Context: an optimization exercise on an open-source flow, tuned for small area, a short achievable clock period and few clock cycles per item. The choices shown serve that exercise and are no tape-out recipe. Where RTL was checked, it was by simulation tests only, not by an equivalence proof against the original. The RTL of runs 2 and 5 to 7 was laid out without a check of its function. No activity file was given, so power comes from the tool's default toggle rates.

**flow/design.v**
```verilog
module gr_pe (
    input  wire       clk,
    input  wire       rst,
    input  wire       init,        
    input  wire       obs_valid,   
    input  wire [7:0] obs_rank,
    output reg  [2:0] k
);
    reg  [15:0] sum;
    reg  [7:0]  count;
    wire [15:0] sum_next = sum + {8'd0, obs_rank};
    function [2:0] retune;
        input [15:0] s;
        begin
            if      (s[15]) retune = 3'd7;
            else if (s[14]) retune = 3'd6;
            else if (s[13]) retune = 3'd5;
            else if (s[12]) retune = 3'd4;
            else if (s[11]) retune = 3'd3;
            else if (s[10]) retune = 3'd2;
            else if (s[9])  retune = 3'd1;
            else            retune = 3'd0;
        end
    endfunction
    always @(posedge clk) begin
        if (rst || init) begin
            k     <= 3'd3;
            sum   <= 16'd0;
            count <= 8'd0;
        end else if (obs_valid) begin
            if (count == 8'd255) begin
                k     <= retune(sum_next);
                sum   <= 16'd0;
                count <= 8'd0;
            end else begin
                sum   <= sum_next;
                count <= count + 8'd1;
            end
        end
    end
endmodule
module gr_encoder (
    input  wire        clk,
    input  wire        rst,
    input  wire        in_valid,
    output wire        in_ready,
    input  wire        in_eos,
    input  wire [7:0]  in_rank,
    output reg         out_valid,
    input  wire        out_ready,
    output reg  [31:0] out_word,
    output reg         out_last
);
    wire [8:0]  in_sym = in_eos ? 9'd256 : {1'b0, in_rank};
    reg         bv;
    reg  [8:0]  bq;           
    reg  [7:0]  btail;        
    reg  [5:0]  bqk;          
    reg         beos;
    reg  [30:0] acc;          
    reg  [4:0]  cnt;          
    reg  [2:0]  zc;           
    reg         flush;        
    wire [2:0]  k;
    wire        a_eos  = in_eos;
    wire [8:0]  a_q    = in_sym >> k;
    wire [6:0]  a_r    = in_sym[6:0] & ((7'd1 << k) - 7'd1);
    wire [5:0]  a_qk   = a_q[5:0] + {3'd0, k} + 6'd1;
    wire [5:0]  pos5   = {1'b0, cnt} + {1'b0, bq[4:0]};
    wire        zstep  = (bq[8:5] != 4'd0) || pos5[5];
    wire [3:0]  zw     = bq[8:5] + {3'd0, pos5[5]};         
    wire [5:0]  tot    = {1'b0, cnt} + bqk;
    wire        wfull  = tot[5];
    wire [7:0]  t0     = btail;
    wire [8:0]  t1     = pos5[0] ? {t0, 1'b0}  : {1'b0, t0};
    wire [10:0] t2     = pos5[1] ? {t1, 2'd0}  : {2'd0, t1};
    wire [14:0] t3     = pos5[2] ? {t2, 4'd0}  : {4'd0, t2};
    wire [22:0] t4     = pos5[3] ? {t3, 8'd0}  : {8'd0, t3};
    wire [38:0] t5     = pos5[4] ? {t4, 16'd0} : {16'd0, t4};
    wire        zfit   = !(pos5[4] && pos5[3]) && !beos;
    wire        free   = !out_valid || out_ready;
    wire        zbusy  = (zc != 3'd0);
    wire        oslot  = free && !zbusy;                    
    wire        pk_out = flush || zstep || wfull || beos;   
    wire        pk_go  = (flush || bv) && (!pk_out || oslot);
    wire        bdone  = pk_go && !flush && (!zstep || zfit);
    assign in_ready = !bv || bdone;
    wire        bload  = in_valid && in_ready;
    gr_pe u_pe (
        .clk       (clk),
        .rst       (rst),
        .init      (bload && a_eos),
        .obs_valid (bload && !a_eos),
        .obs_rank  (in_rank),
        .k         (k)
    );
    always @(posedge clk) begin
        if (rst)
            bv <= 1'b0;
        else if (bload)
            bv <= 1'b1;
        else if (bdone)
            bv <= 1'b0;
    end
    always @(posedge clk) begin
        if (bload) begin
            bq    <= a_q;
            btail <= {a_r, 1'b1};
            bqk   <= a_qk;
            beos  <= a_eos;
        end else if (pk_go && !flush && zstep && !zfit) begin
            bq    <= 9'd0;
            bqk   <= bqk - bq[5:0];
        end
    end
    wire        tsend  = !(flush || zstep);
    wire [31:0] ow     = {1'b0, acc} | (t5[31:0] & {32{tsend}});
    wire        olast  = flush || (!zstep && beos && (!wfull || tot[4:0] == 5'd0));
    wire        ka     = !flush && !zstep && !wfull && !beos;
    wire        kt     = !flush && (zstep ? zfit : (!wfull && !beos));
    wire        kh     = !flush && !zstep && wfull;
    wire [30:0] acc_n  = (acc & {31{ka}}) | (t5[30:0] & {31{kt}})
                         | ({24'd0, t5[38:32]} & {31{kh}});
    wire [4:0]  cnt_n  = flush ? 5'd0 : zstep ? (zfit ? tot[4:0] : pos5[4:0])
                         : (beos && !wfull) ? 5'd0 : tot[4:0];
    always @(posedge clk) begin
        if (rst) begin
            acc       <= 31'd0;
            cnt       <= 5'd0;
            zc        <= 3'd0;
            flush     <= 1'b0;
            out_valid <= 1'b0;
        end else begin
            if (out_ready)
                out_valid <= 1'b0;
            if (zbusy && free) begin
                out_valid <= 1'b1;
                zc        <= zc - 3'd1;
            end
            if (pk_go) begin
                acc   <= acc_n;
                cnt   <= cnt_n;
                flush <= !flush && !zstep && wfull && beos && (tot[4:0] != 5'd0);
                if (pk_out)
                    out_valid <= 1'b1;
                if (!flush && zstep)
                    zc    <= zw[2:0] - 3'd1;
            end
        end
    end
    always @(posedge clk) begin
        if (zbusy && free) begin
            out_word <= 32'd0;
            out_last <= 1'b0;
        end else if (pk_go && pk_out) begin
            out_word <= ow;
            out_last <= olast;
        end
    end
endmodule
module gr_decoder (
    input  wire        clk,
    input  wire        rst,
    input  wire        in_valid,
    output wire        in_ready,
    input  wire [31:0] in_word,
    output reg         out_valid,
    input  wire        out_ready,
    output wire [7:0]  out_rank,
    output reg         out_eos
);
    localparam W = 16;
    reg  [31:0] w0, w1;       
    reg         v0, v1;       
    reg         wp;           
    reg         h0, h1;       
    reg  [5:0]  p;            
    reg  [8:0]  qacc;         
    reg  [6:0]  o_r;
    reg  [7:0]  o_q;
    reg  [2:0]  o_k;
    reg  [2:0]  k;
    reg  [7:0]  count;
    reg  [15:0] sum;
    reg         obs;          
    reg         retune;       
    reg         clr;          
    wire        full  = v0 && v1;
    assign in_ready = !full;
    wire        push  = in_valid && !full;
    wire        free  = !out_valid || out_ready;
    wire        cur   = p[5];
    wire        cv    = cur ? v1 : v0;           
    wire        nv    = cur ? v0 : v1;           
    wire [4:0]  po    = p[4:0];
    wire [63:0] ring  = {w1, w0};
    wire [46:0] l5;
    wire [30:0] l4;
    wire [22:0] l3;
    wire [18:0] l2;
    wire [16:0] l1;
    wire [W-1:0] raw, win;
    genvar gi;
    generate
        for (gi = 0; gi < 47; gi = gi + 1) begin : g_l5
            assign l5[gi] = p[5] ? ring[(gi + 32) % 64] : ring[gi];
        end
        for (gi = 0; gi < 31; gi = gi + 1) begin : g_l4
            assign l4[gi] = p[4] ? l5[gi + 16] : l5[gi];
        end
        for (gi = 0; gi < 23; gi = gi + 1) begin : g_l3
            assign l3[gi] = p[3] ? l4[gi + 8] : l4[gi];
        end
        for (gi = 0; gi < 19; gi = gi + 1) begin : g_l2
            assign l2[gi] = p[2] ? l3[gi + 4] : l3[gi];
        end
        for (gi = 0; gi < 17; gi = gi + 1) begin : g_l1
            assign l1[gi] = p[1] ? l2[gi + 2] : l2[gi];
        end
        for (gi = 0; gi < W; gi = gi + 1) begin : g_l0
            assign raw[gi] = p[0] ? l1[gi + 1] : l1[gi];
            assign win[gi] = raw[gi] && (nv || (po <= 5'd31 - gi));
        end
    endgenerate
    reg  [W-1:0] first;
    reg  [3:0]  tz;
    integer fi, fb;
    always @(*) begin
        for (fi = 0; fi < W; fi = fi + 1)
            first[fi] = win[fi] && ((win & ((16'd1 << fi) - 16'd1)) == 16'd0);
        for (fb = 0; fb < 4; fb = fb + 1) begin
            tz[fb] = 1'b0;
            for (fi = 0; fi < W; fi = fi + 1)
                if ((fi >> fb) & 1)
                    tz[fb] = tz[fb] | first[fi];
        end
    end
    wire        found = (win != {W{1'b0}});
    reg  [6:0]  rb;
    integer ri, rj;
    always @(*)
        for (rj = 0; rj < 7; rj = rj + 1) begin
            rb[rj] = 1'b0;
            for (ri = 0; ri + rj + 1 < W; ri = ri + 1)
                rb[rj] = rb[rj] | (first[ri] & win[ri + rj + 1]);
        end
    wire [6:0]  lim_s = 7'd31 - {2'd0, po} - {4'd0, k};    
    wire [3:0]  lim_w = 4'd15 - {1'b0, k};
    wire [9:0]  thr   = (10'd256 >> k) - {1'b0, qacc};       
    reg  [W-1:0] m_s, m_fit, m_lo;
    integer mi;
    always @(*)
        for (mi = 0; mi < W; mi = mi + 1) begin
            m_s[mi]   = !lim_s[6] && (lim_s[5:0] >= mi);
            m_fit[mi] = (mi <= lim_w) && (nv || m_s[mi]);
            m_lo[mi]  = !thr[9] && (thr > mi);
        end
    wire        fit   = (win & m_fit) != {W{1'b0}};
    wire        in_s  = (win & m_s) != {W{1'b0}};
    wire        d_eos = (win & m_lo) == {W{1'b0}};
    wire        lo0   = (win[7:0] == 8'd0);
    wire [5:0]  p_k   = p + {3'd0, k} + 6'd1;
    reg  [5:0]  p_fit;
    reg  [5:0]  p_ki;
    integer pi, pb;
    always @(*) begin
        p_fit = 6'd0;
        for (pi = 0; pi < W; pi = pi + 1) begin
            p_ki  = p_k + pi;
            for (pb = 0; pb < 6; pb = pb + 1)
                p_fit[pb] = p_fit[pb] | (first[pi] & p_ki[pb]);
        end
    end
    wire [5:0]  p_8   = p + 6'd8;
    wire        lowp  = (po <= 5'd16);
    wire        zfull = lowp ? !(cur ? h1 : h0) : nv;
    wire [5:0]  p_z   = zfull ? p + 6'd16 : {!cur, 5'd0};
    wire [5:0]  z     = zfull ? 6'd16 : 6'd32 - {1'b0, po};
    wire [9:0]  q_8   = {1'b0, qacc} + 10'd8;
    wire [9:0]  q_z   = {1'b0, qacc} + {4'd0, z};
    wire        go    = cv && !retune;
    wire        emit  = go && fit && free;
    wire        zrun  = go && !fit && (!found || lo0);
    wire        dropx = emit && d_eos;
    wire        drop2 = dropx && !in_s;                  
    wire        sel_fit = emit && !d_eos;
    wire [9:0]  qz    = found ? q_8 : q_z;
    wire [5:0]  p_zr  = found ? p_8 : p_z;
    wire [5:0]  p_drp = drop2 ? {cur, 5'd0} : {!cur, 5'd0};
    wire [5:0]  p_erl = dropx ? p_drp : (zrun ? p_zr : p);
    wire [5:0]  p_d   = sel_fit ? p_fit : p_erl;
    wire        clr_c = dropx || (sel_fit && (p_fit[5] != cur))
                        || (zrun && (p_zr[5] != cur));
    wire        clr0  = cur ? drop2 : clr_c;
    wire        clr1  = cur ? clr_c : drop2;
    always @(posedge clk) begin
        if (rst) begin
            v0 <= 1'b0;
            v1 <= 1'b0;
            wp <= 1'b0;
            p  <= 6'd0;
        end else begin
            p  <= p_d;
            v0 <= (v0 && !clr0) || (push && !wp);
            v1 <= (v1 && !clr1) || (push && wp);
            if (push)
                wp <= !wp;
        end
    end
    always @(posedge clk) begin
        if (push && !wp) begin
            w0 <= in_word;
            h0 <= (in_word[31:16] == 16'd0);
        end
        if (push && wp) begin
            w1 <= in_word;
            h1 <= (in_word[31:16] == 16'd0);
        end
    end
    always @(posedge clk) begin
        if (rst) begin
            qacc      <= 9'd0;
            out_valid <= 1'b0;
        end else begin
            if (out_ready)
                out_valid <= 1'b0;
            if (emit) begin
                out_valid <= 1'b1;
                qacc      <= 9'd0;
            end else if (zrun) begin
                qacc      <= qz[8] ? 9'd256 : qz[8:0];
            end
        end
    end
    always @(posedge clk) begin
        if (emit) begin
            o_r     <= rb & ((7'd1 << k) - 7'd1);
            o_q     <= qacc[7:0] + {4'd0, tz};
            o_k     <= k;
            out_eos <= d_eos;
        end
    end
    assign out_rank = out_eos ? 8'd0 : ((o_q << o_k) | {1'b0, o_r});
    wire [15:0] sum_next = sum + {8'd0, out_rank};
    wire [7:0]  count_c  = clr ? 8'd0 : count;
    function [2:0] retune_k;
        input [15:0] s;
        begin
            if      (s[15]) retune_k = 3'd7;
            else if (s[14]) retune_k = 3'd6;
            else if (s[13]) retune_k = 3'd5;
            else if (s[12]) retune_k = 3'd4;
            else if (s[11]) retune_k = 3'd3;
            else if (s[10]) retune_k = 3'd2;
            else if (s[9])  retune_k = 3'd1;
            else            retune_k = 3'd0;
        end
    endfunction
    always @(posedge clk) begin
        if (rst) begin
            k      <= 3'd3;
            count  <= 8'd0;
            sum    <= 16'd0;
            obs    <= 1'b0;
            retune <= 1'b0;
            clr    <= 1'b0;
        end else begin
            clr    <= dropx;
            obs    <= emit && !d_eos;
            retune <= emit && !d_eos && (count_c == 8'd255);
            count  <= count_c + {7'd0, emit && !d_eos};
            if (dropx)
                k <= 3'd3;
            else if (obs && retune)
                k <= retune_k(sum_next);
            if (clr || (obs && retune))
                sum <= 16'd0;
            else if (obs)
                sum <= sum_next;
        end
    end
endmodule
module gr_codec (
    input  wire        clk,
    input  wire        rst,
    input  wire        enc_in_valid,
    output wire        enc_in_ready,
    input  wire        enc_in_eos,
    input  wire [7:0]  enc_in_rank,
    output wire        enc_out_valid,
    input  wire        enc_out_ready,
    output wire [31:0] enc_out_word,
    output wire        enc_out_last,
    input  wire        dec_in_valid,
    output wire        dec_in_ready,
    input  wire [31:0] dec_in_word,
    output wire        dec_out_valid,
    input  wire        dec_out_ready,
    output wire [7:0]  dec_out_rank,
    output wire        dec_out_eos
);
    gr_encoder u_enc (
        .clk       (clk),
        .rst       (rst),
        .in_valid  (enc_in_valid),
        .in_ready  (enc_in_ready),
        .in_eos    (enc_in_eos),
        .in_rank   (enc_in_rank),
        .out_valid (enc_out_valid),
        .out_ready (enc_out_ready),
        .out_word  (enc_out_word),
        .out_last  (enc_out_last)
    );
    gr_decoder u_dec (
        .clk       (clk),
        .rst       (rst),
        .in_valid  (dec_in_valid),
        .in_ready  (dec_in_ready),
        .in_word   (dec_in_word),
        .out_valid (dec_out_valid),
        .out_ready (dec_out_ready),
        .out_rank  (dec_out_rank),
        .out_eos   (dec_out_eos)
    );
endmodule
```
**flow/config.mk**
```make
export PLATFORM = sky130hd
export DESIGN_NAME = gr_codec
export DESIGN_NICKNAME = gr_codec
export VERILOG_FILES = /design/flow/design.v
export SDC_FILE = /design/flow/constraint.sdc
export NUM_CORES = 4
export LEC_CHECK = 0
export ABC_AREA = 1
export CAP_MARGIN = 20
export CORE_MARGIN = 2
export CORE_UTILIZATION = 55
export CTS_BUF_LIST = sky130_fd_sc_hd__clkbuf_8
export CTS_CLUSTER_SIZE = 24
export PLACE_DENSITY = 0.7
export SETUP_SLACK_MARGIN = 5
export SLEW_MARGIN = 20
```
**flow/constraint.sdc**
```tcl
create_clock -name core_clock -period 10.0 [get_ports {clk}]
set_input_delay 2.0000 -clock core_clock [delete_from_list [all_inputs] [get_ports {clk}]]
set_output_delay 2.0000 -clock core_clock [all_outputs]
set_load 0.01 [all_outputs]
```
**flow/run.sh**
```bash
#!/bin/bash
# synth_recipe.tcl (not shown) runs the flow's synth.tcl, then flattens the netlist and writes it again
# the make line also repeats each setting of config.mk as NAME=value (left out here)
make -C /OpenROAD-flow-scripts/flow DESIGN_CONFIG=/design/flow/config.mk WORK_HOME=/design/flow/orfs CLKGATE_MAP_FILE= SYNTH_SCRIPT=/design/flow/synth_recipe.tcl finish
```
==> results of run 1 <==
-- timing repair --
action	CTS	global route
setup endpoints to repair	18	18
cloned	1	0
resized for setup	24	35
buffers inserted	7	9
pin swaps	4	9
-- through the flow --
stage	cells	setup slack (ps)	instance area [um^2]	util, %
finish	3258	5000	21200	63.2
global route	3257	4870	21200	63.2
CTS	3247	4710	21100	62.6
detailed placement	3154	4070	20000	59.4
global placement	3154	4090	20000	59.4
floorplan	2697	5320	18800	-
-- layout by cell type, fill, tap and decap left out, types with 10 or more instances in the layout --
| master | count |
|---|---|
| nor2_2 | 11 |
| o21ai_1 | 23 |
| or2_2 | 12 |
| clkbuf_8 | 54 |
| nand2_1 | 601 |
| a31oi_1 | 17 |
| dfxtp_1 | 147 |
| ha_1 | 90 |
| xor2_1 | 60 |
| nand2_2 | 11 |
| nor3_1 | 36 |
| clkinv_1 | 11 |
| inv_2 | 35 |
| o21ai_0 | 159 |
| o22ai_1 | 21 |
| o211ai_1 | 20 |
| edfxtp_1 | 108 |
| nand4_1 | 45 |
| nor2_4 | 12 |
| xnor2_1 | 25 |
| inv_1 | 266 |
| nor2_1 | 256 |
| buf_4 | 26 |
| fa_1 | 10 |
| a211oi_1 | 25 |
| clkdlybuf4s50_1 | 89 |
| nor4_1 | 10 |
| nand3_1 | 283 |
| a21oi_1 | 205 |
-- metal layers --
metal / up-vias / track usage (%) / share of wire, %
met4: 0 / 13.2 / 4.0
met2: 717 / 52.1 / 47
met5: - / 0 / 0
met3: 132 / 5.36 / 6.8
li1: 9279 / - / -
met1: 8732 / 38.9 / 42
-- how the worst max path moves through the flow --
| stage | start | slack (ps) | depth (start not counted) | end |
|---|---|---|---|---|
| after global placement | enc_out_ready | 4090 | 8 | enc_in_ready |
| after detailed placement | enc_out_ready | 4070 | 8 | enc_in_ready |
| final | u_enc.bq[1] | 5000 | 14 | enc_in_ready |
| after global routing | u_enc.bq[1] | 4870 | 16 | enc_in_ready |
| after CTS | u_enc.cnt[1] | 4710 | 16 | enc_in_ready |
| after floorplan | enc_out_ready | 5320 | 6 | enc_in_ready |
-- final cells by class --
class / count / area [um^2] / area share, %
Multi-Input combinational cell: 2044 / 11100 / 52.5
Clock buffer: 54 / 743 / 3.50
Clock inverter: 31 / 199 / 0.936
Antenna cell: 1 / 2.50 / 0.0118
Inverter: 299 / 1150 / 5.44
Tap cell: 448 / 561 / 2.64
Sequential cell: 259 / 6270 / 29.5
Timing Repair Buffer: 122 / 1170 / 5.49
-- flip-flops by register name (all words and copies together) (netlist names), 7 cells and up --
| signal | cells |
|---|---|
| u_dec.count | 8 |
| u_dec.o_q | 8 |
| u_dec.o_r | 7 |
| u_dec.qacc | 9 |
| u_dec.sum | 16 |
| u_dec.w0 | 32 |
| u_dec.w1 | 32 |
| u_enc.acc | 31 |
| u_enc.bq | 9 |
| u_enc.btail | 7 |
| u_enc.out_word | 32 |
| u_enc.u_pe.count | 8 |
| u_enc.u_pe.sum | 16 |
-- tightest hold or removal path, stage by stage (launching register included) --
cell and delay, ps:
dfxtp_1 310, nand2_1 60, a21oi_1 50
-- kinds of logic after synthesis --
logic type / synth area share, %
and+or+nand+nor: 30.9
buffers and inverters: 8.35
adders and majority gates: 7.35
xor gates and xnor gates: 4.00
muxes: 0.479
AOI/OAI and AO/OA: 15.7
DFF: 33.3
-- power breakdown --
part	internal [uW]	switching (uW)
logic	947	2020
clock network	547	459
registers	1290	96.9
==> flow_summary.ini, run 1 <==
[timing]
finalSetupViolations = 0
fmax_mhz = 200
fin_crit_ps = 5000
finClkSkew_ps = 21.1
rsz0062_at_grt = yes
relSlewSlack_pct = 30.8
tightestPinTransition_ps = 1040
tns_ps = 0
finalMaxSlewViolations = 0
fin_crit_sh_pct = 50.0
final-hold-violation-count = 0
hold_slack_ps = 460

[routing]
vias_per_cell = 5.79
drt_iter0_drc = 1774
drc_errors = 0
drt_first_pass_iters = 7
wl_per_cell_um = 17.1
ant_nets = 0
totalWireLength_um = 55700
vias = 18860

[power]
p_per_area_mw_per_mm2 = 252
p_leak_uw = 0.00919
power_uw = 5360
ir_drop_uv = 173

[cts]
htree_levels = 2
cts_root_buffer = clkbuf_8
clk_pin_slew_ps = 60
clock_latency_ps = 610
hold_buffers = 0
clock_tree.buffer_depth = 3
cts.sinks = 259
cts_buffers = 46
cts_tree = yes

[worst_hold_path]
hp-start = u_enc.acc[10]
hold_end = u_enc.acc[10]
hold_path_depth = 2
min_path_type = reg -> reg

[layout]
nets = 2923
syn_to_final_growth_pct = 12.9
drive_gt1_share_pct = 8.12
fillers = 3043

[grt]
grt_pass1_vias = 17775
grt_pass1_wl_um = 89900
antenna_found_initial = 1
grtUsageTotal_pct = 30.9
overflow = 0
grt_max_degree = 57

[worst_setup_path]
crit_type = reg -> out
rr_startpoint = u_dec.p[1]
slowest_stage = edfxtp_1
critPathMaxFanout = 25
rrSetupSlack_ps = 5210
end_kind = output port
worstPathBufferInverterCount = 6
path_cells = buf_4, buf_4, fa_2, a21oi_2, o21ai_1, xor2_1, buf_6, inv_8, a21oi_4, nor2_4, inv_2, nand2_2, nand2_2, clkbuf_2
reg2reg_depth = 23
critPathTopFamily = buffers and inverters
reg2reg_to = u_dec.o_q[7]
cp.required_ps = 8000
worstPathArrival_ps = 3000
slowest_delay_ps = 390
start_kind = flip-flop

[synthesis]
ys_async_sr_fraction_pct = 0
ys_seq_area_share_pct = 33.3
ys_ff_latch = 259
synth.most_common_cell = nand2_1
synth.area.top_cells = edfxtp_1 (17%), dfxtp_1 (16%), nand2_1 (12%), nand3_1 (7.5%), ha_1 (6.2%)
synth.distinct_cells = 61
yosysTopAreaCell = edfxtp_1
synthesis.nets = 2848
netlist.area_leader.share_pct = 17.2
syn_inst = 2697
yosys_warnings = 3
synth_common_cells = nand2_1 (605), nand3_1 (283), nor2_1 (263)
synth_area_mm2 = 0.0188
synth_edf_count = 108
avgSynthCellArea_um2 = 6.98
ys.flop_type = dfxtp_1

[status]
status = finished clean

[floorplan]
ioPinCount = 93
core_area_mm2 = 0.0336
dieArea_mm2 = 0.0357
initial_core_util_pct = 56.0
die_w_um = 189
chipHeight_um = 189
rows = 67

[place]
gp_congestion = 0.973
port-buffer-count = 92
hpwl_um = 40700

[job]
cap_violations = 0
Testbench counts, summed over its fixed seeds: cycles 66,370, items 62,376.
==> inputs of run 2 (changes only) <==
--- a/flow/design.v
+++ b/flow/design.v
@@ -85,5 +85,5 @@
     wire        pk_go  = (flush || bv) && (!pk_out || oslot);
     wire        bdone  = pk_go && !flush && (!zstep || zfit);
-    assign in_ready = !bv || bdone;
+    assign in_ready = !bv || (!flush && (!zstep || zfit) && oslot);
     wire        bload  = in_valid && in_ready;
     gr_pe u_pe (
--- a/flow/config.mk
+++ b/flow/config.mk
@@ -9,8 +9,8 @@
 export CAP_MARGIN = 20
 export CORE_MARGIN = 2
-export CORE_UTILIZATION = 55
+export CORE_UTILIZATION = 40
 export CTS_BUF_LIST = sky130_fd_sc_hd__clkbuf_8
 export CTS_CLUSTER_SIZE = 24
-export PLACE_DENSITY = 0.7
+export PLACE_DENSITY = 0.6
 export SETUP_SLACK_MARGIN = 5
 export SLEW_MARGIN = 20
==> flow_summary.ini, run 2 <==
[layout]
final_common_cell = nand2_1
fillers = 4666
nets = 2907
seq_area_mm2 = 0.00627
final_cell_area_mm2 = 0.0216
multiInputGateArea_mm2 = 0.0111
drive_gt1_share_pct = 8.70
stdcell_count = 3401
final_cell_mix = nand2_1 (581), inv_1 (283), nand3_1 (248), nor2_1 (244), a21oi_1 (221)
reg_top3 = u_dec.w0 (32), u_dec.w1 (32), u_enc.out_word (32)
num_antenna_cells = 0
syn_to_final_growth_pct = 14.5
postLayoutCoreUtil_pct = 46.4

[power]
p_per_area_mw_per_mm2 = 302
switchingPower_uw = 3320
ir_drop_uv = 174
p_sw_share_pct = 50.8
seqPwrFrac_pct = 21.8
p_clk_share_pct = 18.1
combPwrFrac_pct = 60.1
intPower_uw = 3220
p_leak_uw = 0.00930

[synthesis]
netlist.area_leader.share_pct = 17.2
synth.area.top_cells = edfxtp_1 (17%), dfxtp_1 (16%), nand2_1 (12%), nand3_1 (6.6%), ha_1 (6.2%)
synthesis.nets = 2837
ys_seq_area_share_pct = 33.2
yosysTopAreaCell = edfxtp_1
synth_edf_count = 108
ys_ff_latch = 259
synth.most_common_cell = nand2_1
syn_inst = 2685
avgSynthCellArea_um2 = 7.03
synth_common_cells = nand2_1 (588), inv_1 (275), nor2_1 (251)
ys.flop_type = dfxtp_1
yosys_warnings = 3
synth.distinct_cells = 66
synth_area_mm2 = 0.0189
ys_async_sr_fraction_pct = 0

[floorplan]
chipHeight_um = 221
dieArea_mm2 = 0.0489
core_area_mm2 = 0.0466
rows = 79
ioPinCount = 93
initial_core_util_pct = 40.5
die_w_um = 221

[cts]
cts_root_buffer = clkbuf_8
clock_tree.buffer_depth = 3
cts.sinks = 259
cts_buffers = 47
clock_latency_ps = 640
cts_tree = yes
htree_levels = 2
clk_pin_slew_ps = 60
hold_buffers = 0

[timing]
finClkSkew_ps = 35.7
tns_ps = 0
finalSetupViolations = 0
finalMaxSlewViolations = 0
fmax_mhz = 196
final-hold-violation-count = 0
tightestPinTransition_ps = 866
fin_crit_sh_pct = 51.0
rsz0062_at_grt = yes
fin_crit_ps = 5100
worst_slack_ps = 4900
relSlewSlack_pct = 42.3

[grt]
overflow = 0
grtUsageTotal_pct = 23.2
grt_pass1_wl_um = 93300
grt_pass1_vias = 17496
antenna_found_initial = 1
grt_max_degree = 59

[place]
gp_congestion = 0.942
port-buffer-count = 92
dp_cells = 3302
dp_slack_ps = 4200
hpwl_um = 42300
place_area_mm2 = 0.0202

[worst_setup_path]
crit_type = in -> out
critPathMaxFanout = 3
start_kind = primary input
cp.required_ps = 8000
worstPathArrival_ps = 3100
end_kind = output port

[routing]
vias_per_cell = 5.42
wl_per_cell_um = 17.1
totalWireLength_um = 58100
ant_nets = 0
drc_errors = 0
drt_first_pass_iters = 8
vias = 18434
drt_iter0_drc = 1666

[status]
status = finished clean

[worst_hold_path]
min_path_type = reg -> reg

[job]
cap_violations = 0
run 2: cell count changes in the layout (fill, tap and decap cells not counted), sizes merged, moves of 7 or more:
cell   change
a21oi     +14
inv       +10
nand2     -16
nand3     -32
nand4      -8
nor2      -11
o21ai     +33
or2        +7
run 2: cell type report:
type                       instances  area share (%)
clock buffer                      57            3.63
clock inverter                    31            1.59
timing repair buffer             117            5.32
inverter                         312            5.63
multi-input combinational       2018            51.3
tap                              607            3.51
sequential                       259            29.0
run 2: power by group through the flow:
stage	sequential [uW]	combinational, uW	clock (uW)
after detailed placement	1440	3740	0
final	1420	3930	1180
after CTS	1420	3780	1220
after floorplan	1430	2530	0
after global placement	1440	3740	0
after global routing	1440	4290	1260
run 2: worst paths after layout:
kind                       from            end  slack, ps  depth (start not counted)
setup / recovery  enc_out_ready   enc_in_ready       4900                          4
hold / removal    u_enc.acc[15]  u_enc.acc[15]        460                          2
setup reg to reg     u_dec.p[1]   u_dec.o_q[7]       5310                         21
hold reg to reg   u_enc.acc[15]  u_enc.acc[15]        460                          2
run 2: worst max-delay path, stage by stage:
cell and delay, ps:
clkdlybuf4s50_1 560, o21ai_2 120, o31ai_4 240, buf_2 180
run 2: logic make-up (layout without fill, tap and decap cells):
family	count (synthesis)	in the layout	synth area share (%)
AO/OA/AOI/OAI	563	563	16.7
XOR/XNOR	91	91	4.26
adder cells (fa/ha/maj)	105	105	7.40
buffers and inverters	408	517	8.74
flip-flops	259	259	33.2
multiplexers	9	9	0.477
AND/OR/NAND/NOR	1250	1250	29.2
run 2: per-layer routing:
metal  up-vias  share of wire [%]  track usage [%]
met5         -              0.022                0
met4         2                2.7             7.79
met3       113                6.2             3.74
met2       596                 46             37.6
met1      8526                 45             31.5
li1       9197                  -                -
run 2: what timing repair did:
action / CTS / global route
pin swaps: 1 / 5
resized for setup: 23 / 47
endpoints found under the setup margin: 18 / 20
buffers inserted: 3 / 6
run 2: per-stage QoR:
stage,hold slack (ps),power (uW)
6_report,459,6530
5_1_grt,482,7000
4_1_cts,463,6420
3_5_place_dp,453,5180
3_3_place_gp,448,5180
2_1_floorplan,441,3970
==> inputs of run 3 (changes only) <==
--- a/flow/design.v
+++ b/flow/design.v
@@ -85,5 +85,5 @@
     wire        pk_go  = (flush || bv) && (!pk_out || oslot);
     wire        bdone  = pk_go && !flush && (!zstep || zfit);
-    assign in_ready = !bv || (!flush && (!zstep || zfit) && oslot);
+    assign in_ready = !bv || bdone;
     wire        bload  = in_valid && in_ready;
     gr_pe u_pe (
--- a/flow/config.mk
+++ b/flow/config.mk
@@ -11,5 +11,5 @@
 export CORE_UTILIZATION = 40
 export CTS_BUF_LIST = sky130_fd_sc_hd__clkbuf_8
-export CTS_CLUSTER_SIZE = 24
+export CTS_CLUSTER_SIZE = 32
 export PLACE_DENSITY = 0.6
 export SETUP_SLACK_MARGIN = 5
==> flow_summary.ini, run 3 <==
[worst_setup_path]
critPathTopFamily = simple AND/OR/NAND/NOR gates
cpMostUsedCell = nand2_2
cp.required_ps = 8000
worstPathArrival_ps = 2880
slowest_stage = edfxtp_1
start_kind = flip-flop
path_cells = ha_4, nand2_2, nand2_2, a31oi_4, inv_2, a21oi_2, o21bai_1, xnor2_2, nand3_2, nand2_2, o21ai_4, nor2_4, nand2_2, nand2_4, buf_6
end_kind = output port
worstPathBufferInverterCount = 2
slowest_delay_ps = 460
reg2reg_depth = 24
crit_type = reg -> out
critPathMaxFanout = 4
crit_cells = 15

[power]
ir_drop_uv = 167
p_clk_share_pct = 18.3
p_sw_share_pct = 48.7
p_per_area_mw_per_mm2 = 252
combPwrFrac_pct = 55.9
switchingPower_uw = 2640
seqPwrFrac_pct = 25.9
p_leak_uw = 0.00919
intPower_uw = 2780

[timing]
final-hold-violation-count = 0
tightestPinTransition_ps = 1090
rsz0062_at_grt = yes
fin_crit_sh_pct = 48.8
finalMaxSlewViolations = 0
tns_ps = 0
fin_crit_ps = 4880
finalSetupViolations = 0
fmax_mhz = 205
relSlewSlack_pct = 27.4
finClkSkew_ps = 33.9

[routing]
highest_layer = met4
drc_errors = 0
drt_first_pass_iters = 6
drt_iter0_drc = 1404
wl_per_cell_um = 17.2
ant_nets = 0
m1WireLength_um = 26000
wl_met2_um = 27300
vias_per_cell = 5.47
wl_met3_um = 3300
totalWireLength_um = 58600
vias = 18695

[synthesis]
syn_inst = 2697
ys_async_sr_fraction_pct = 0
synth.distinct_cells = 61
netlist.area_leader.share_pct = 17.2
ys_ff_latch = 259
synthesis.nets = 2848
synth_area_mm2 = 0.0188
yosysTopAreaCell = edfxtp_1
avgSynthCellArea_um2 = 6.98
synth_common_cells = nand2_1 (605), nand3_1 (283), nor2_1 (263)
yosys_warnings = 3
ys.flop_type = dfxtp_1
synth.most_common_cell = nand2_1
synth_edf_count = 108
synth.area.top_cells = edfxtp_1 (17%), dfxtp_1 (16%), nand2_1 (12%), nand3_1 (7.5%), ha_1 (6.2%)
ys_seq_area_share_pct = 33.3

[layout]
fillers = 4673
seq_area_mm2 = 0.00628
final_cell_mix = nand2_1 (595), nand3_1 (281), inv_1 (260), nor2_1 (255), a21oi_1 (205)
reg_top3 = u_dec.w0 (32), u_dec.w1 (32), u_enc.out_word (32)
drive_gt1_share_pct = 8.94
num_antenna_cells = 0
final_common_cell = nand2_1
syn_to_final_growth_pct = 14.3
nets = 2924
final_cell_area_mm2 = 0.0215
multiInputGateArea_mm2 = 0.0112

[job]
cap_violations = 0

[floorplan]
dieArea_mm2 = 0.0488
core_area_mm2 = 0.0465
chipHeight_um = 221
ioPinCount = 93
rows = 79
initial_core_util_pct = 40.5
die_w_um = 221

[worst_hold_path]
hold_path_depth = 2
min_path_type = reg -> reg

[place]
port-buffer-count = 92
gp_congestion = 0.941
place_area_mm2 = 0.0202
hpwl_um = 42800

[cts]
clock_latency_ps = 620
htree_levels = 2
cts.sinks = 259
cts_buffers = 46
cts_root_buffer = clkbuf_8
clk_pin_slew_ps = 60
clock_tree.buffer_depth = 3
hold_buffers = 0
cts_tree = yes

[grt]
grtUsageTotal_pct = 23.4
grt_pass1_wl_um = 94000
overflow = 0
grt_max_degree = 56
grt_pass1_vias = 17931
antenna_found_initial = 0

[status]
status = finished clean
[run 3: cell types whose count changed after synthesis, sizes merged, moves of 4 or more]
cell    delta
inv       -13
a21oi     -14
xor2       -6
or2        -7
nand3     +32
a211oi     +6
and2       +4
nor2      +10
o22ai      +5
nand4      +8
a32oi      -4
nand2     +16
o21ai     -33
[run 3: layout make-up]
| class | count | area share, % |
|---|---|---|
| timing repair inverter | 1 | 0.0174 |
| timing repair buffer | 122 | 5.41 |
| tap | 607 | 3.53 |
| clock inverter | 29 | 0.750 |
| inverter | 299 | 5.39 |
| clock buffer | 55 | 3.52 |
| multi-input combinational | 2044 | 52.2 |
| sequential | 259 | 29.2 |
[run 3: metrics by stage]
stage / cells / setup WS [ps] / power [uW] / utilization, % / hold slack, ps
after floorplan: 2697 / 5320 / 3320 / - / 435
after global placement: 3309 / 3930 / 4250 / 43.4 / 449
after detailed placement: 3310 / 4060 / 4250 / 43.4 / 453
after CTS: 3406 / 4780 / 5330 / 45.8 / 462
after global routing: 3416 / 4970 / 5810 / 46.3 / 477
final: 3416 / 5120 / 5420 / 46.3 / 462
[run 3: worst reg2reg max path, cell delays in order (launching register included)]
cell      delay (ps)
dfxtp_1          320
clkbuf_8         330
inv_8            180
nand3_1          180
nand3_1          200
nand2_1          130
nand2_1           50
nand2_1          100
nand3_2          130
nand2_4          210
inv_4            140
nand2_2          180
nor2_8            80
nand2_1          340
inv_2            120
nor2_1           210
nand4_1          340
ha_4             420
nand3_1           60
and2_1           180
inv_1             60
nand2_1           40
a21oi_1          200
nand2_1           90
xor2_1           150
[run 3: layer usage]
layer	GRT usage, %	up-vias
met5	0	-
met4	8.23	0
met3	4.17	126
met2	39.2	519
met1	30.3	8753
li1	-	9297
[run 3: timing repair]
action | CTS | global route
setup endpoints to repair | 22 | 17
setup buffers | 10 | 10
cloned | 2 | 0
pin swaps | 7 | 16
resized for setup | 34 | 49
[run 3: kinds of logic (layout without fill, tap and decap cells)]
| family | Yosys count | in the layout | share of synthesized area [%] |
|---|---|---|---|
| DFF | 259 | 259 | 33.3 |
| muxes | 9 | 9 | 0.479 |
| buffers and inverters | 395 | 506 | 8.35 |
| AOI/OAI and AO/OA | 526 | 526 | 15.7 |
| and+or+nand+nor | 1318 | 1319 | 30.9 |
| xor gates and xnor gates | 86 | 86 | 4.00 |
| adders and majority gates | 104 | 104 | 7.35 |
[run 3: final timing paths]
check	startpoint	endpoint	slack, ps
setup / recovery	u_enc.bqk[2]	enc_in_ready	5120
hold / removal	u_enc.acc[18]	u_enc.acc[18]	460
setup reg to reg	u_dec.p[4]	u_dec.o_q[7]	5320
hold reg to reg	u_enc.acc[18]	u_enc.acc[18]	460
[run 3: power groups by stage]
stage	sequential [uW]	combinational (uW)	clock, uW
3_5_place_dp	1410	2840	0
5_1_grt	1420	3330	1070
4_1_cts	1400	2920	1020
2_1_floorplan	1410	1910	0
6_report	1400	3030	989
3_3_place_gp	1410	2840	0
Testbench counts of run 3, summed over its fixed seeds: cycles 66,370, items 62,376.
==> inputs of run 4 (changes only) <==
--- a/flow/config.mk
+++ b/flow/config.mk
@@ -10,6 +10,6 @@
 export CORE_MARGIN = 2
 export CORE_UTILIZATION = 40
-export CTS_BUF_LIST = sky130_fd_sc_hd__clkbuf_8
-export CTS_CLUSTER_SIZE = 32
+export CTS_BUF_LIST = sky130_fd_sc_hd__clkbuf_8 sky130_fd_sc_hd__clkbuf_16
+export CTS_CLUSTER_SIZE = 16
 export PLACE_DENSITY = 0.6
 export SETUP_SLACK_MARGIN = 5
==> flow_summary.ini, run 4 <==
[status]
status = finished clean

[grt]
antenna_found_initial = 0
grt_pass1_wl_um = 93000
overflow = 0
grt_max_degree = 56
grtUsageTotal_pct = 23.0
grt_pass1_vias = 17657

[worst_setup_path]
worstPathArrival_ps = 2870
start_kind = flip-flop
critPathMaxFanout = 4
end_kind = output port
slowest_stage = edfxtp_1
crit_type = reg -> out
rrSetupSlack_ps = 5380
slowest_delay_ps = 460
cp.required_ps = 8000
path_cells = ha_4, nand2_1, nand2_1, a31oi_2, inv_1, a21oi_2, o21bai_1, xnor2_2, nand3_2, nand2_2, o21ai_4, nor2_4, nand2_2, nand2_4, buf_6

[layout]
num_antenna_cells = 0
final_common_cell = nand2_1
syn_to_final_growth_pct = 14.0
final_cell_mix = nand2_1 (599), nand3_1 (282), inv_1 (259), nor2_1 (255), a21oi_1 (205)
nets = 2903
reg_top3 = u_dec.w0 (32), u_dec.w1 (32), u_enc.out_word (32)
postLayoutCoreUtil_pct = 46.2
multiInputGateArea_mm2 = 0.0112
drive_gt1_share_pct = 7.78
seq_area_mm2 = 0.00628
fillers = 4659

[synthesis]
ys_seq_area_share_pct = 33.3
synth.most_common_cell = nand2_1
avgSynthCellArea_um2 = 6.98
synthesis.nets = 2848
yosysTopAreaCell = edfxtp_1
synth_common_cells = nand2_1 (605), nand3_1 (283), nor2_1 (263)
yosys_warnings = 3
syn_inst = 2697
ys.flop_type = dfxtp_1
synth_edf_count = 108
synth.distinct_cells = 61
synth_area_mm2 = 0.0188
synth.area.top_cells = edfxtp_1 (17%), dfxtp_1 (16%), nand2_1 (12%), nand3_1 (7.5%), ha_1 (6.2%)
netlist.area_leader.share_pct = 17.2
ys_async_sr_fraction_pct = 0
ys_ff_latch = 259

[cts]
htree_levels = 1
clk_pin_slew_ps = 60
hold_buffers = 0
clock_tree.buffer_depth = 3
clock_latency_ps = 580
cts_buffers = 30
cts.sinks = 259
cts_root_buffer = clkbuf_16
cts_tree = yes

[floorplan]
chipHeight_um = 221
ioPinCount = 93
dieArea_mm2 = 0.0488
initial_core_util_pct = 40.5
die_w_um = 221
rows = 79
core_area_mm2 = 0.0465

[routing]
drt_first_pass_iters = 8
ant_nets = 0
drc_errors = 0
vias_per_cell = 5.51
totalWireLength_um = 58000
vias = 18637
drt_iter0_drc = 1557
wl_per_cell_um = 17.2

[power]
p_leak_uw = 0.00915
p_clk_share_pct = 19.1
ir_drop_uv = 161
p_per_area_mw_per_mm2 = 253
intPower_uw = 2830
p_sw_share_pct = 48.0
power_uw = 5440
seqPwrFrac_pct = 25.8
combPwrFrac_pct = 55.1
switchingPower_uw = 2610

[timing]
tns_ps = 0
fin_crit_sh_pct = 48.7
hold_slack_ps = 460
tightestPinTransition_ps = 1100
finalMaxSlewViolations = 0
rsz0062_at_grt = yes
fin_crit_ps = 4870
final-hold-violation-count = 0
finClkSkew_ps = 30.8
finalSetupViolations = 0
fmax_mhz = 205
relSlewSlack_pct = 26.2

[place]
gp_congestion = 0.941
hpwl_um = 42800
port-buffer-count = 92

[worst_hold_path]
min_path_type = reg -> reg

[job]
cap_violations = 0
-- run 4: cell counts after synthesis --
Identical to the previous run, type by type.
-- run 4: logic make-up after synthesis --
logic type                 Yosys count  share of synthesized area (%)
AOI/OAI and AO/OA                  526                           15.7
xor gates and xnor gates            86                           4.00
adders and majority gates          104                           7.35
buffers and inverters              395                           8.35
DFF                                259                           33.3
muxes                                9                          0.479
and+or+nand+nor                   1318                           30.9
-- run 4: what timing repair did --
action / 4_1_cts / 5_1_grt
setup buffers: 8 / 8
setup endpoints to repair: 23 / 17
cloned: 1 / 0
resized for setup: 29 / 46
pin swaps: 6 / 12
-- run 4: layout make-up --
type,count,area share [%]
clock buffers,33,3.69
inverters,299,5.42
repair buffers,118,5.30
well taps,607,3.54
flip-flops and latches,259,29.2
clock inverters,22,0.682
multi-input cells,2044,52.1
-- run 4: path summary, 6_finish.rpt --
| path | cells after the start | startpoint | endpoint |
|---|---|---|---|
| min reg2reg | 2 | u_enc.acc[21] | u_enc.acc[21] |
| max | 15 | u_enc.bqk[2] | enc_in_ready |
| min | 2 | u_enc.acc[21] | u_enc.acc[21] |
| max reg2reg | 22 | u_dec.p[5] | u_dec.o_q[7] |
-- run 4: worst max-delay path, delay by kind of cell (launching register included) --
kind,cells,cell delay (ps)
buf+inv,2,190
xor+xnor,1,220
simple gates,7,660
flops,1,460
compound gates,4,470
fa+ha+maj,1,290
-- run 4: power groups by stage --
stage	registers, uW	logic [uW]	clock network (uW)
floorplan	1410	1910	0
finish	1400	3000	1040
detailed placement	1410	2840	0
CTS	1400	2900	1070
global route	1420	3300	1110
global placement	1410	2840	0
-- run 4: routing by layer --
| metal | routed length [um] | share of wire, % | GRT usage (%) | vias to the layer above |
|---|---|---|---|---|
| met3 | 3620 | 6.2 | 3.40 | 118 |
| met1 | 25500 | 44 | 30.2 | 8689 |
| met5 | 0 | 0 | 0 | - |
| met2 | 27000 | 47 | 38.8 | 586 |
| li1 | - | - | - | 9244 |
| met4 | 1940 | 3.4 | 7.58 | 0 |
-- run 4: stage by stage --
step	worst slack [ps]	area, um^2	instances
6_report	5130	21500	3382
5_1_grt	4930	21500	3382
4_1_cts	4750	21300	3374
3_5_place_dp	4060	20200	3310
3_3_place_gp	3930	20100	3309
2_1_floorplan	5320	18800	2697
==> inputs of run 5 (changes only) <==
--- a/flow/design.v
+++ b/flow/design.v
@@ -85,5 +85,6 @@
     wire        pk_go  = (flush || bv) && (!pk_out || oslot);
     wire        bdone  = pk_go && !flush && (!zstep || zfit);
-    assign in_ready = !bv || bdone;
+    wire        pk_goc = (flush || bv) && (!pk_out || (!out_valid && !zbusy));
+    assign in_ready = !bv || (pk_goc && !flush && (!zstep || zfit));
     wire        bload  = in_valid && in_ready;
     gr_pe u_pe (
==> flow/flow/run.sh (new file) <==
#!/bin/bash
# Standard layout, with timing repair aiming at a setup slack of 6 ns
# (the clock period and constraints are the design's).
set -euo pipefail
bash standard.sh SETUP_SLACK_MARGIN=6 finish > standard_flow.log 2>&1
==> flow/standard.sh (new file) <==
#!/bin/bash
# synth_recipe.tcl (not shown) runs the flow's synth.tcl, then flattens the netlist and writes it again
# the make line also repeats each setting of config.mk as NAME=value (left out here)
make -C /OpenROAD-flow-scripts/flow DESIGN_CONFIG=/design/flow/config.mk WORK_HOME=/design/flow/orfs CLKGATE_MAP_FILE= SYNTH_SCRIPT=/design/flow/synth_recipe.tcl "${@:-finish}"
--- a/flow/config.mk
+++ b/flow/config.mk
@@ -10,7 +10,4 @@
 export CORE_MARGIN = 2
 export CORE_UTILIZATION = 40
-export CTS_BUF_LIST = sky130_fd_sc_hd__clkbuf_8 sky130_fd_sc_hd__clkbuf_16
-export CTS_CLUSTER_SIZE = 16
 export PLACE_DENSITY = 0.6
-export SETUP_SLACK_MARGIN = 5
 export SLEW_MARGIN = 20
removed: flow/run.sh
==> flow_summary.ini, run 5 <==
[routing]
ant_nets = 0
totalWireLength_um = 64700
wl_per_cell_um = 18.2
drc_errors = 0
drt_first_pass_iters = 19
drt_iter0_drc = 1887
vias_per_cell = 5.53
vias = 19635

[timing]
finClkSkew_ps = 33.0
tightestPinTransition_ps = 1020
fmax_mhz = 207
fin_crit_ps = 4820
tns_ps = 0
finalMaxSlewViolations = 0
fin_crit_sh_pct = 48.2
relSlewSlack_pct = 31.8
finalSetupViolations = 0
rsz0062_at_grt = yes
final-hold-violation-count = 0

[cts]
clk_pin_slew_ps = 60
cts_root_buffer = clkbuf_16
cts.sinks = 259
clock_latency_ps = 600
htree_levels = 1
clock_tree.buffer_depth = 3
cts_buffers = 30
cts_tree = yes

[worst_setup_path]
reg2reg_to = u_dec.o_q[7]
start_kind = flip-flop
rr_startpoint = u_dec.p[5]
end_kind = output port
rrSetupSlack_ps = 5980
cp.required_ps = 8000
reg2reg_depth = 28
worstPathArrival_ps = 2820
setup.worst_path.start = u_enc.bq[0]
cp-endpoint = enc_in_ready
critPathMaxFanout = 2
crit_type = reg -> out

[power]
p_leak_uw = 0.0105
ir_drop_uv = 152
power_uw = 7510
p_per_area_mw_per_mm2 = 300

[floorplan]
core_area_mm2 = 0.0467
ioPinCount = 93
dieArea_mm2 = 0.0492
die_w_um = 222
initial_core_util_pct = 40.7
chipHeight_um = 222
rows = 79

[layout]
multiInputGateArea_mm2 = 0.0126
syn_to_final_growth_pct = 31.8
reg_top3 = u_dec.w0 (32), u_dec.w1 (32), u_enc.out_word (32)
nets = 3068
drive_gt1_share_pct = 23.4
fillers = 4380
final_cell_mix = nand2_1 (576), inv_1 (231), nand3_1 (204), a21oi_1 (202), nor2_1 (193)
seq_area_mm2 = 0.00630
final_common_cell = nand2_1

[grt]
grt_pass1_wl_um = 97500
grt_pass1_vias = 17920
overflow = 0
grtUsageTotal_pct = 24.3
grt_max_degree = 57
antenna_found_initial = 1

[synthesis]
syn_inst = 2687
yosysTopAreaCell = edfxtp_1
ys.flop_type = dfxtp_1
ys_seq_area_share_pct = 33.0
ys_ff_latch = 259
synth.area.top_cells = edfxtp_1 (17%), dfxtp_1 (16%), nand2_1 (12%), nand3_1 (7.0%), ha_1 (6.1%)
netlist.area_leader.share_pct = 17.1
synth.distinct_cells = 67
synth_area_mm2 = 0.0190
avgSynthCellArea_um2 = 7.06
synth_edf_count = 108
yosys_warnings = 3
synthesis.nets = 2838
ys_async_sr_fraction_pct = 0
synth_common_cells = nand2_1 (625), inv_1 (267), nand3_1 (264)
synth.most_common_cell = nand2_1

[place]
hpwl_um = 43500
port-buffer-count = 92
gp_congestion = 0.963

[worst_hold_path]
min_path_type = reg -> reg
hold_path_depth = 2

[status]
status = finished clean

[job]
cap_violations = 0
[run 5: cell types whose count changed after synthesis, sizes merged, moves of 12 or more]
cell and change:
nand4 -13, a21oi +13, nor3 -14, nand2 +28, nor2 -24, xnor2 -12
[run 5: repair_timing]
item / in CTS / in global routing
buffers inserted: 67 / 112
setup endpoints to repair: 154 / 133
cloned: 10 / 6
pin swaps: 56 / 115
resized for setup: 248 / 283
hold buffers: 0 / 0
[run 5: layout make-up]
class,instances,area share (%)
Antenna cell,1,0.0100
Clock buffer,41,3.49
Clock inverter,15,1.04
Inverter,298,5.18
Multi-Input combinational cell,2028,50.6
Sequential cell,259,25.2
Tap cell,607,3.04
Timing Repair Buffer,295,11.3
Timing Repair inverter,5,0.155
[run 5: power breakdown]
group	internal, uW	switching [uW]
Combinational	1770	3100
Clock	769	468
Sequential	1290	110
Total	3830	3680
[run 5: metrics by stage]
step	setup slack [ps]	util [%]	instance area [um^2]	hold slack [ps]	std cells
6_report	5180	53.6	25000	460	3549
5_1_grt	5010	53.6	25000	474	3548
4_1_cts	5080	49.1	22900	461	3430
3_5_place_dp	4270	43.4	20300	452	3297
3_3_place_gp	4330	43.4	20300	448	3297
2_1_floorplan	6000	-	19000	435	2687
[run 5: cell families (layout without fill, tap and decap cells)]
logic type	after synthesis	after routing	synth area share [%]
flops	259	259	33.0
mux	10	10	0.528
buf+inv	400	654	8.63
fa+ha+maj	104	104	7.30
compound gates	542	542	16.1
xor+xnor	84	84	3.88
simple gates	1288	1288	30.5
other cells	0	1	0
[run 5: how the worst min path moves through the flow]
stage,from,endpoint,slack [ps]
after floorplan,u_dec.k[2],u_dec.o_k[2],430
after global placement,u_enc.acc[15],u_enc.acc[15],450
after detailed placement,u_enc.acc[26],u_enc.acc[26],450
after CTS,u_enc.acc[26],u_enc.acc[26],460
after global routing,u_enc.acc[20],u_enc.acc[20],470
final,u_enc.acc[23],u_enc.acc[23],460
[run 5: worst max-delay path, cell delays in order, from the launching register on]
cell,delay (ps)
edfxtp_1,430
ha_4,190
fa_2,350
a21oi_2,170
o21ai_2,90
xor2_2,180
buf_6,140
clkinvlp_4,110
a21oi_4,170
nor2_4,50
inv_2,60
nand3_2,80
nand2_4,100
buf_6,100
[run 5: per-layer routing]
metal / up-vias / global-route usage (%) / part of all wire [%]
li1: 9527 / - / -
met1: 9238 / 32.1 / 42
met2: 719 / 41.7 / 48
met3: 149 / 2.85 / 6.2
met4: 2 / 7.28 / 3.2
met5: - / 0 / 0.025
==> inputs of run 6 (changes only) <==
--- a/flow/design.v
+++ b/flow/design.v
@@ -85,6 +85,5 @@
     wire        pk_go  = (flush || bv) && (!pk_out || oslot);
     wire        bdone  = pk_go && !flush && (!zstep || zfit);
-    wire        pk_goc = (flush || bv) && (!pk_out || (!out_valid && !zbusy));
-    assign in_ready = !bv || (pk_goc && !flush && (!zstep || zfit));
+    assign in_ready = !bv || bdone;
     wire        bload  = in_valid && in_ready;
     gr_pe u_pe (
@@ -262,15 +261,5 @@
     wire        lo0   = (win[7:0] == 8'd0);
     wire [5:0]  p_k   = p + {3'd0, k} + 6'd1;
-    reg  [5:0]  p_fit;
-    reg  [5:0]  p_ki;
-    integer pi, pb;
-    always @(*) begin
-        p_fit = 6'd0;
-        for (pi = 0; pi < W; pi = pi + 1) begin
-            p_ki  = p_k + pi;
-            for (pb = 0; pb < 6; pb = pb + 1)
-                p_fit[pb] = p_fit[pb] | (first[pi] & p_ki[pb]);
-        end
-    end
+    wire [5:0]  p_fit = p_k + {2'd0, tz};
     wire [5:0]  p_8   = p + 6'd8;
     wire        lowp  = (po <= 5'd16);
==> flow/run.sh (new file) <==
#!/bin/bash
# synth_recipe.tcl (not shown) runs the flow's synth.tcl, then flattens the netlist and writes it again
# the make line also repeats each setting of config.mk as NAME=value (left out here)
make -C /OpenROAD-flow-scripts/flow DESIGN_CONFIG=/design/flow/config.mk WORK_HOME=/design/flow/orfs CLKGATE_MAP_FILE= SYNTH_SCRIPT=/design/flow/synth_recipe.tcl finish
--- a/flow/config.mk
+++ b/flow/config.mk
@@ -10,4 +10,7 @@
 export CORE_MARGIN = 2
 export CORE_UTILIZATION = 40
+export CTS_BUF_LIST = sky130_fd_sc_hd__clkbuf_8
+export CTS_CLUSTER_SIZE = 24
 export PLACE_DENSITY = 0.6
+export SETUP_SLACK_MARGIN = 5
 export SLEW_MARGIN = 20
removed: flow/flow/run.sh
removed: flow/standard.sh
==> flow_summary.ini, run 6 <==
[cts]
hold_buffers = 0
cts_buffers = 48
htree_levels = 2
cts_root_buffer = clkbuf_8
clock_tree.buffer_depth = 3
cts.sinks = 259
clk_pin_slew_ps = 60
clock_latency_ps = 630
cts_tree = yes

[grt]
grt_pass1_wl_um = 87100
antenna_found_initial = 4
grtUsageTotal_pct = 22.6
overflow = 0
grt_max_degree = 54
grt_pass1_vias = 17033

[timing]
rsz0062_at_grt = yes
finalSetupViolations = 0
relSlewSlack_pct = 33.4
fin_crit_sh_pct = 49.6
finalMaxSlewViolations = 0
tns_ps = 0
tightestPinTransition_ps = 997
fmax_mhz = 202
fin_crit_ps = 4960
finClkSkew_ps = 46.9
worst_slack_ps = 5050
final-hold-violation-count = 0

[layout]
nets = 2911
drive_gt1_share_pct = 9.98
fillers = 4541
final_cell_mix = nand2_1 (655), nand3_1 (307), inv_1 (277), nor2_1 (252), a21oi_1 (192)
final_common_cell = nand2_1
syn_to_final_growth_pct = 18.5
multiInputGateArea_mm2 = 0.0107
reg_top3 = u_dec.w0 (32), u_dec.w1 (32), u_enc.out_word (32)
seq_area_mm2 = 0.00628

[synthesis]
ys.flop_type = dfxtp_1
ys_async_sr_fraction_pct = 0
netlist.area_leader.share_pct = 17.8
avgSynthCellArea_um2 = 6.90
synth_top_family_by_area = simple AND/OR/NAND/NOR gates
synth.distinct_cells = 56
yosys_warnings = 3
synth_compound_area_share_pct = 13.8
synth-adder-area-share_pct = 7.13
synth.area.top_cells = edfxtp_1 (18%), dfxtp_1 (17%), nand2_1 (14%), nand3_1 (8.9%), ha_1 (5.7%)
synthMuxAreaShare_pct = 0.494
synthesis.nets = 2782
synth_edf_count = 108
yosysTopAreaCell = edfxtp_1
synth_simple_gate_area_share_pct = 32.3
ys_seq_area_share_pct = 34.4
synth_area_mm2 = 0.0182
synth_common_cells = nand2_1 (661), nand3_1 (323), inv_1 (272)
synth_xor_area_share_pct = 3.17
syn_inst = 2639
ys_ff_latch = 259
synth.most_common_cell = nand2_1

[routing]
ant_nets = 0
drt_first_pass_iters = 5
totalWireLength_um = 54900
vias = 18173
wl_per_cell_um = 16.1
vias_per_cell = 5.33
drt_iter0_drc = 1323
drc_errors = 0

[worst_setup_path]
end_kind = output port
critPathMaxFanout = 2
worstPathArrival_ps = 2960
crit_type = reg -> out
start_kind = flip-flop
cp.required_ps = 8000

[floorplan]
dieArea_mm2 = 0.0473
ioPinCount = 93
die_w_um = 217
chipHeight_um = 217
rows = 78
initial_core_util_pct = 40.3
core_area_mm2 = 0.0452

[power]
p_per_area_mw_per_mm2 = 230
p_leak_uw = 0.00945
ir_drop_uv = 171
power_uw = 4960

[place]
hpwl_um = 38500
port-buffer-count = 92
dp_slack_ps = 4020
gp_congestion = 0.930

[status]
status = finished clean

[worst_hold_path]
min_path_type = reg -> reg

[job]
cap_violations = 0
## run 6: cell count changes after synthesis, moves of 9 or more
cell and delta:
or2_2 -9, o21ai_0 -23, ha_1 -10, nor3_1 +11, inv_2 -13, nor2_1 +27
nand2_1 +36, buf_2 -11, nand3_2 -25, nand3_1 +59, a21oi_1 -25, xor2_1 -13
## run 6: layer usage
metal	share of wire (%)	global-route usage, %	vias up
li1	-	-	9106
met1	45	29.6	8382
met2	47	37.7	570
met3	5.9	3.88	109
met4	2.5	7.65	6
met5	0.067	0	-
## run 6: kinds of logic after synthesis
group | count (synthesis)
AOI/OAI and AO/OA | 454
buffers and inverters | 388
muxes | 9
xor gates and xnor gates | 66
and+or+nand+nor | 1367
adders and majority gates | 96
DFF | 259
## run 6: path summary, 6_finish.rpt
check / start / to / slack, ps / cells after the start
max: u_enc.bq[1] / enc_in_ready / 5050 / 14
min: u_enc.acc[22] / u_enc.acc[22] / 460 / 2
max reg2reg: u_dec.p[2] / u_dec.p[5] / 5230 / 29
min reg2reg: u_enc.acc[22] / u_enc.acc[22] / 460 / 2
## run 6: area by class of cell
cell class                 instances  area share [%]
multi-input combinational       1993            49.7
sequential                       259            29.1
timing repair buffer             168            7.57
inverter                         295            5.39
clock buffer                      57            3.63
tap                              600            3.48
clock inverter                    32            1.10
timing repair inverter             3          0.0811
antenna                            1          0.0116
## run 6: through the flow
stage               hold slack [ps]  instance area, um^2  instances  utilization [%]
floorplan                       406                18200       2639                -
detailed placement              453                19600       3253             43.3
finish                          459                21600       3408             47.8
CTS                             454                21100       3375             46.6
global placement                448                19600       3253             43.3
global route                    478                21600       3407             47.8
## run 6: critical path, cell delays in order (launching register included)
cell,delay [ps]
edfxtp_1,410
buf_4,160
buf_6,110
fa_2,400
a21oi_2,140
o21ai_1,100
xor2_1,230
buf_6,160
clkinvlp_4,110
a21oi_4,170
nor2_4,50
inv_2,60
nand2_2,50
nand2_2,70
buf_6,110
## run 6: where the power goes
group	switching [uW]	internal [uW]
clock	471	601
combinational	1620	910
sequential	91.7	1270
total	2180	2780
## run 6: timing repair
action                                  in CTS  in global routing
pin swaps                                   12                 30
cloned                                       6                  3
buffers inserted                            27                 29
gates resized for setup                     63                 61
endpoints found under the setup margin      19                 18
hold endpoints to repair                     0                  0
==> inputs of run 7 (changes only) <==
--- a/flow/design.v
+++ b/flow/design.v
@@ -56,5 +56,5 @@
     reg  [8:0]  bq;           
     reg  [7:0]  btail;        
-    reg  [5:0]  bqk;          
+    reg  [2:0]  bk;           
     reg         beos;
     reg  [30:0] acc;          
@@ -62,13 +62,18 @@
     reg  [2:0]  zc;           
     reg         flush;        
-    wire [2:0]  k;
+    reg  [2:0]  k;
+    reg  [7:0]  count;
+    reg  [15:0] sum;
+    reg  [7:0]  lr;           
+    reg         lrv;          
+    reg         retune;       
+    reg         clr;          
     wire        a_eos  = in_eos;
     wire [8:0]  a_q    = in_sym >> k;
     wire [6:0]  a_r    = in_sym[6:0] & ((7'd1 << k) - 7'd1);
-    wire [5:0]  a_qk   = a_q[5:0] + {3'd0, k} + 6'd1;
     wire [5:0]  pos5   = {1'b0, cnt} + {1'b0, bq[4:0]};
     wire        zstep  = (bq[8:5] != 4'd0) || pos5[5];
     wire [3:0]  zw     = bq[8:5] + {3'd0, pos5[5]};         
-    wire [5:0]  tot    = {1'b0, cnt} + bqk;
+    wire [5:0]  tot    = {1'b0, cnt} + {3'd0, bk} + 6'd1 + bq[5:0];
     wire        wfull  = tot[5];
     wire [7:0]  t0     = btail;
@@ -85,14 +90,48 @@
     wire        pk_go  = (flush || bv) && (!pk_out || oslot);
     wire        bdone  = pk_go && !flush && (!zstep || zfit);
-    assign in_ready = !bv || bdone;
+    wire        pk_goc = (flush || bv) && (!pk_out || (!out_valid && !zbusy));
+    assign in_ready = (!bv || (pk_goc && !flush && (!zstep || zfit))) && !retune;
     wire        bload  = in_valid && in_ready;
-    gr_pe u_pe (
-        .clk       (clk),
-        .rst       (rst),
-        .init      (bload && a_eos),
-        .obs_valid (bload && !a_eos),
-        .obs_rank  (in_rank),
-        .k         (k)
-    );
+    wire [15:0] sum_next = sum + {8'd0, lr};
+    wire [7:0]  count_c  = clr ? 8'd0 : count;
+    function [2:0] retune_k;
+        input [15:0] s;
+        begin
+            if      (s[15]) retune_k = 3'd7;
+            else if (s[14]) retune_k = 3'd6;
+            else if (s[13]) retune_k = 3'd5;
+            else if (s[12]) retune_k = 3'd4;
+            else if (s[11]) retune_k = 3'd3;
+            else if (s[10]) retune_k = 3'd2;
+            else if (s[9])  retune_k = 3'd1;
+            else            retune_k = 3'd0;
+        end
+    endfunction
+    always @(posedge clk) begin
+        if (rst) begin
+            k      <= 3'd3;
+            count  <= 8'd0;
+            sum    <= 16'd0;
+            lrv    <= 1'b0;
+            retune <= 1'b0;
+            clr    <= 1'b0;
+        end else begin
+            clr    <= bload && a_eos;
+            lrv    <= bload && !a_eos;
+            retune <= bload && !a_eos && (count_c == 8'd255);
+            count  <= count_c + {7'd0, bload && !a_eos};
+            if (bload && a_eos)
+                k <= 3'd3;
+            else if (lrv && retune)
+                k <= retune_k(sum_next);
+            if (clr || (lrv && retune))
+                sum <= 16'd0;
+            else if (lrv)
+                sum <= sum_next;
+        end
+    end
+    always @(posedge clk)
+        if (bload)
+            lr <= in_rank;
     always @(posedge clk) begin
         if (rst)
@@ -107,9 +146,8 @@
             bq    <= a_q;
             btail <= {a_r, 1'b1};
-            bqk   <= a_qk;
+            bk    <= k;
             beos  <= a_eos;
         end else if (pk_go && !flush && zstep && !zfit) begin
             bq    <= 9'd0;
-            bqk   <= bqk - bq[5:0];
         end
     end
==> flow_summary.ini, run 7 <==
[layout]
reg_top3 = u_dec.w0 (32), u_dec.w1 (32), u_enc.out_word (32)
drive_gt1_share_pct = 8.93
final_common_cell = nand2_1
nets = 2939
final_cell_mix = nand2_1 (689), inv_1 (327), nand3_1 (297), nor2_1 (263), a21oi_1 (193)

[synthesis]
avgSynthCellArea_um2 = 6.86
synth_common_cells = nand2_1 (697), inv_1 (322), nand3_1 (314)
yosysTopAreaCell = edfxtp_1
synth.most_common_cell = nand2_1
synth.distinct_cells = 60
synth_edf_count = 113
synth_area_mm2 = 0.0186
ys_ff_latch = 267
synthesis.nets = 2848
ys.flop_type = dfxtp_1
ys_seq_area_share_pct = 34.8
syn_inst = 2710

[floorplan]
initial_core_util_pct = 40.2
rows = 79
chipHeight_um = 220
core_area_mm2 = 0.0463
dieArea_mm2 = 0.0482

[place]
dp_slack_ps = 4000
gp_congestion = 0.927

[timing]
tightestPinTransition_ps = 960
tns_ps = 0
rsz0062_at_grt = yes
fmax_mhz = 193
finalSetupViolations = 0
relSlewSlack_pct = 35.9
worst_slack_ps = 4820
fin_crit_sh_pct = 51.8
final-hold-violation-count = 0
finClkSkew_ps = 37.7

[routing]
ant_nets = 0
drt_first_pass_iters = 7
drc_errors = 0

[power]
combPwrFrac_pct = 53.6
ir_drop_uv = 108
p_leak_uw = 0.00951
power_uw = 4970
intPower_uw = 2640
p_per_area_mw_per_mm2 = 230
p_clk_share_pct = 19.9
p_sw_share_pct = 46.8

[status]
status = finished clean

[cts]
cts_buffers = 46
clock_latency_ps = 620
cts.sinks = 267
cts_tree = yes
cts_root_buffer = clkbuf_8
hold_buffers = 0
clock_tree.buffer_depth = 3
clk_pin_slew_ps = 60

[worst_setup_path]
end_kind = output port
reg2reg_to = u_enc.bq[3]
rrSetupSlack_ps = 5170
rr_startpoint = u_enc.bq[2]
setup.worst_path.start = u_enc.bq[2]
slowest_delay_ps = 560
start_kind = flip-flop
critPathMaxFanout = 3
worstPathArrival_ps = 3180

[worst_hold_path]
hp-start = u_enc.acc[18]
min_path_type = reg -> reg
hold_path_depth = 2

[grt]
grtUsageTotal_pct = 22.2
grt_pass1_vias = 16484
antenna_found_initial = 1
grt_max_degree = 92

[job]
cap_violations = 0
## run 7: changes by cell type after synthesis, moves of 9 or more
| cell | before | now |
|---|---|---|
| buf_2 | 18 | 29 |
| nand2_1 | 661 | 697 |
| xor2_1 | 57 | 48 |
| a211oi_1 | 20 | 4 |
| nand3_1 | 323 | 314 |
| nor2_1 | 265 | 275 |
| inv_1 | 272 | 322 |
| o21ai_0 | 152 | 129 |
## run 7: layer usage
layer  vias to the layer above  GRT usage, %  routed length [um]
li1                       9145             -                   -
met1                      8440          31.5               25800
met2                       563          35.0               24900
met3                       100          3.17                2990
met4                         0          6.40                1280
met5                         -             0                   0
## run 7: cell type report
cell class / count / area [um^2] / area share (%)
repair buffers: 141 / 1400 / 6.48
repair inverters: 2 / 10.0 / 0.0463
multi-input cells: 2004 / 10700 / 49.5
inverters: 339 / 1340 / 6.20
clock buffers: 51 / 702 / 3.25
diodes: 1 / 2.50 / 0.0116
flip-flops and latches: 267 / 6490 / 30.0
well taps: 607 / 759 / 3.51
clock inverters: 30 / 204 / 0.943
## run 7: worst max-delay path by stage
stage                                 to  slack [ps]  depth (start not counted)
final                       enc_in_ready        4820                         14
after floorplan           u_enc.count[7]        5430                         21
after detailed placement      u_dec.p[5]        4000                         31
after CTS                   enc_in_ready        4730                         14
after global placement        u_dec.p[5]        4050                         31
after global routing        enc_in_ready        4680                         14
## run 7: timing repair
item / in CTS / in global routing
gates resized for setup: 50 / 80
endpoints found under the setup margin: 21 / 90
pin swaps: 5 / 8
gates cloned: 1 / 3
buffers inserted: 19 / 15
## run 7: per-stage QoR
step	hold WS, ps	instances	instance area (um^2)
after floorplan	406	2710	18600
final	462	3442	21600
after detailed placement	453	3322	19900
after CTS	463	3423	21100
after global routing	482	3442	21600
after global placement	447	3321	19900
## run 7: cells by family (layout without fill, tap and decap cells)
| logic type | Yosys count | count (layout) | share of synthesized area, % |
|---|---|---|---|
| AND/OR/NAND/NOR | 1419 | 1419 | 32.9 |
| adder cells (fa/ha/maj) | 91 | 91 | 6.69 |
| other | 0 | 1 | 0 |
| multiplexers | 8 | 8 | 0.431 |
| XOR/XNOR | 55 | 55 | 2.59 |
| buffers and inverters | 439 | 563 | 9.62 |
| flip-flops | 267 | 267 | 34.8 |
| AO/OA/AOI/OAI | 431 | 431 | 12.9 |
## run 7: worst register-to-register path, stage by stage, from the launching register on
cell	delay [ps]
edfxtp_1	410
fa_1	560
ha_4	240
nand2_2	70
nand2_2	60
a31oi_4	170
inv_2	50
a21oi_2	110
o21bai_1	80
xor2_1	270
nand3_2	170
buf_4	170
buf_4	120
buf_4	130
buf_4	120
buf_4	120
buf_4	120
buf_4	120
buf_4	120
buf_4	120
buf_4	160
inv_1	100
o22ai_2	180
clkinv_4	200
nand2_1	180
o21ai_1	200
buf_4	210
## run 7: power by group through the flow
stage	sequential (uW)	clock (uW)	combinational [uW]
floorplan	1310	0	1720
global placement	1340	0	2320
detailed placement	1340	0	2330
CTS	1310	1020	2450
global route	1330	1070	2940
finish	1310	989	2660

Re-timed with assumed drivers on the ports (clkbuf_16 on the clock, buf_2 on other inputs), run 7 has 4.766 ns of setup slack against 4.818 ns with ideal ports, and 5.167 ns once port delays also move by the mid clock arrival of 0.659 ns.
